Context: an optimization exercise on an open-source flow, tuned for small area. The choices shown serve that exercise and are no tape-out recipe.
In this exercise RTL edits were held to simulation tests only and were not proved equivalent to the original.
Power and IR drop assume default switching activity.

Design via_block, start of the top module:
module via_block (
    input  wire        clk,
    input  wire        rst,
    input  wire        cmd_valid,
    output wire        cmd_ready,
    input  wire [2:0]  cmd_op,       
    input  wire        cmd_unit,     
    input  wire        cmd_debug,    
    input  wire [3:0]  cmd_reg,
    input  wire [31:0] cmd_data,     
    input  wire        i2c_sda_in,   
    input  wire        ser_atn,
    input  wire        ser_clk,
    input  wire        ser_data,
    input  wire [3:0]  joy_data,     
    output reg         rsp_valid,
    output reg  [7:0]  rsp_rdata,
    output reg         rsp_i2c_step,
    output wire        irq1,
    output wire        irq2,
    output wire        pb7_1,
    output wire        pb7_2,
    output reg         i2c_sda_out,
    output reg         i2c_scl_out,
    output reg         joy_latch,
    output reg         joy_clk
);
Size: ~740 cells after synthesis, roughly 370 flip-flops, ~71 I/O pins.
Settings: LEC_CHECK=0, CAP_MARGIN=20, CORE_MARGIN=2, CORE_UTILIZATION=50, GPL_ROUTABILITY_DRIVEN=0, GPL_TIMING_DRIVEN=0, PLACE_DENSITY=0.7, SLEW_MARGIN=20; clock period 10.0 ns.
standard.sh (not shown) runs the stock make flow with config.mk's settings and CLKGATE_MAP_FILE= SYNTH_SCRIPT=/design/flow/synth_recipe.tcl, a recipe that flattens the netlist after the stock synthesis.
==> flow/flow/run.sh <==
#!/bin/bash
set -euo pipefail
export FLOW_WORK="$PWD"
export FLOW_ABC_SCRIPT="$PWD/flow/abc_area_deep.script"
bash standard.sh \
  "SYNTH_SCRIPT=$PWD/flow/synth_deep.tcl" \
  "BUFFER_PORTS_ARGS=-buffer_cell sky130_fd_sc_hd__buf_1" \
  "CTS_ARGS=-sink_clustering_enable -repair_clock_nets -dont_use_dummy_load -buf_list sky130_fd_sc_hd__clkbuf_8 -sink_clustering_size 20 -sink_clustering_max_diameter 50" \
  finish > flow_make.log 2>&1
==> flow/flow/abc_area_deep.script <==
strash
&get -n
&deepsyn -J 200 -T 0
&put
dch -f
&get -n
&nf -R 1000
&put
topo
dnsize -c
==> flow/flow/synth_deep.tcl <==
# The standard synthesis script (synth_recipe.tcl, sourced unchanged), with only the ABC
# script of its technology-mapping call replaced by an area-oriented one (abc_area_deep.script).
# The flip-flops are mapped by dfflibmap before ABC runs, so the registers, their names and
# their cells are those of the standard synthesis.
proc abc {args} {
  set i [lsearch -exact $args -script]
  if {$i >= 0} { lset args [expr {$i + 1}] $::env(FLOW_ABC_SCRIPT) }
  yosys abc {*}$args
}
source $::env(FLOW_WORK)/synth_recipe.tcl
==> next run, changes <==
--- a/flow/design.v
+++ b/flow/design.v
@@ -64,37 +64,37 @@
     wire oT1 = rT1[0], oT1L = rT1L[0], oT2 = rT2[0], oT2L = rT2L[0];
     wire oPL = rPL[0], oPH = rPH[0];
     reg  iA, iB, iC, iD, iT1, iT1L, iT2, iT2L, iPL, iPH;
     reg [1:0] ifr6, ifr5, ier6, ier5, pb7r, t1neg, t2neg;
     wire [1:0] irq = (ifr6 & ier6) | (ifr5 & ier5);
     assign irq1  = irq[0];
     assign irq2  = irq[1];
     assign pb7_1 = pb7r[0];
     assign pb7_2 = pb7r[1];
-    reg c1, c2, dly, dPL, dPH, fb, x16, und;    
+    reg c1, c2, dly, b, fb, x16, und;    
     wire kbit = cmd_data[{a_hi, rel[3] & ~op_wr, rel[2:0]}];
     wire vbit = kbit;
     wire inc_t  = p_pulse ? (a_hi ? oPH : oPL)
                 : a_hi ? (a_t1 ? t1neg[u] : t2neg[u])
                        : (a_t1 ? oT1 : oT2);
     wire inc_ci = (rel == 5'd0 && !a_hi) ? 1'b1 : c1;
     wire inc_s  = inc_t ^ inc_ci;
     wire inc_co = inc_t & inc_ci;
     wire sub_e  = (~a_t1 & und) ? (a_hi ? oPH : oPL) : kbit;
     wire sub_ci = (rel == 5'd0 && !a_hi) ? 1'b0 : c2;
     wire sub_d  = sub_e ^ ~inc_s ^ sub_ci;
     wire sub_co = (sub_e & ~inc_s) | (sub_e & sub_ci) | (~inc_s & sub_ci);
     wire tl     = lo & oT1L;
     wire p_ci   = (rel == 5'd1) | (c1 & (rel != 5'd0));
     wire p_bit  = tl ^ p_ci;
     wire p_co   = tl & p_ci;
     wire sg     = ~first & fb;
-    wire dv_a   = (rel == 5'd0) ? rPH[15] : (~first & dly);
+    wire dv_a   = (rel == 5'd0) ? b : (~first & dly);
     wire dv_b   = sg ? p_bit : ~p_bit;
     wire dv_ci  = (rel == 5'd0) ? ~sg : c2;
     wire dv_s   = dv_a ^ dv_b ^ dv_ci;
     wire dv_co  = (dv_a & dv_b) | (dv_a & dv_ci) | (dv_b & dv_ci);
     wire f_src_t2 = p_t2fin & und;
     wire f_src_t1 = p_t1fin & und;
     wire f_inv    = ~f_src_t2;
     wire f_src    = f_src_t2 ? oT2 : f_src_t1 ? oT1 : oPL;
     wire f_a      = lo ? (f_src ^ f_inv) : (f_inv & ~x16);
@@ -136,23 +136,19 @@
             iT2 = rel[3] ? vbit : oT2L;
             if (rel == 5'd13) iD = 1'b1;
         end
         if (p_pulse & lo) begin
             if (a_hi) iPH = inc_s; else iPL = inc_s;
         end
         if (p_arith & lo) begin
             if (a_hi) iPH = sub_d; else iPL = sub_d;
         end
-        if (p_div & lo) begin
-            iT1 = dv_s;
-            iPL = (rel == 5'd0) ? 1'b0 : dPL;
-            iPH = (rel == 5'd0) ? rPL[15] : dPH;
-        end
+        if (p_div & lo) iT1 = dv_s;
         if ((p_t2y | p_t2fin) & lo) iT2 = f_s;
         if (p_t2fin & (rel == 5'd13)) iD = oD & ~und;
         if (p_t1fin & lo) begin
             iT1 = f_s;
             iPL = 1'b0;
             iPH = 1'b0;
             if (rel == 5'd14) iD = oD & ~(und & ~oC);
         end
         if (p_rs) begin
@@ -170,22 +166,23 @@
         rC   <= {iC,   rC[31:1]};
         rD   <= {iD,   rD[31:1]};
         rT1  <= {iT1,  rT1[31:1]};
         rT1L <= {iT1L, rT1L[31:1]};
         rT2  <= {iT2,  rT2[31:1]};
         rT2L <= {iT2L, rT2L[31:1]};
         rPL  <= {iPL,  rPL[31:1]};
         rPH  <= {iPH,  rPH[31:1]};
     end
+    wire [4:0] bm = 5'd30 - pc[4:0];      
     always @(posedge clk) begin
         dly <= rel[4] ? x16 : oT1;
-        dPL <= oPL;
-        dPH <= oPH;
+        if (lo && rel[3:0] == bm[3:0])
+            b <= bm[4] ? iPH : iPL;
         if (lo | (p_div & (rel == 5'd16))) begin
             c1 <= p_div ? p_co : inc_co;
             c2 <= p_div ? dv_co : p_fin ? f_co : sub_co;
         end
         if (p_arith & a_hi & (rel == 5'd0))  x16 <= sub_d;
         if (p_div & (rel == 5'd16))          x16 <= dv_s;
         if (p_arith & a_hi & (rel == 5'd15)) und <= sub_co;
         if ((p_cap & (rel == 5'd13)) | (p_rd & ~pc[0] & (rel == 5'd9)))
             und <= oC;
Result: Final area hardly moves. Total power goes down by 0.78%. First-iteration DRC count grows by 3.2%. Final cell count rises by 1.5%. Worst setup slack is worse by 0.31 ns. Sequential share of layout area decreases by 0.30 points. Wire length decreases by 1.3%.

## port drivers added, routing unchanged
How much do the figures lean on ideal ports? The routed layouts below were timed once more, with nothing changed but the port constraints.
Step 1: set_driving_cell puts a clkbuf_16 on clk and a buf_2 on each other input, an assumption about the parent block.
Step 2 moves the port delays by t, midway between the first and last clock arrival at a register: inputs arrive t later, outputs are due t later. That takes back most of the time a late clock gives input paths.
a / b / c = ideal / step 1 / step 2; a / b = the first two.
run	t, ns	setup slack, ns	worst setup path at the end	slew at the worst register clock pin (ns)
the first run	0.572	3.400 / 3.344 / 3.344	input to output	0.11 / 0.11
the second run	0.562	3.094 / 3.040 / 3.040	input to output	0.11 / 0.11
After both steps setup and hold are still met in every run listed. For the first run, which loses most, drivers alone change the setup slack by -0.056 ns; drivers and shift together by -0.056 ns.
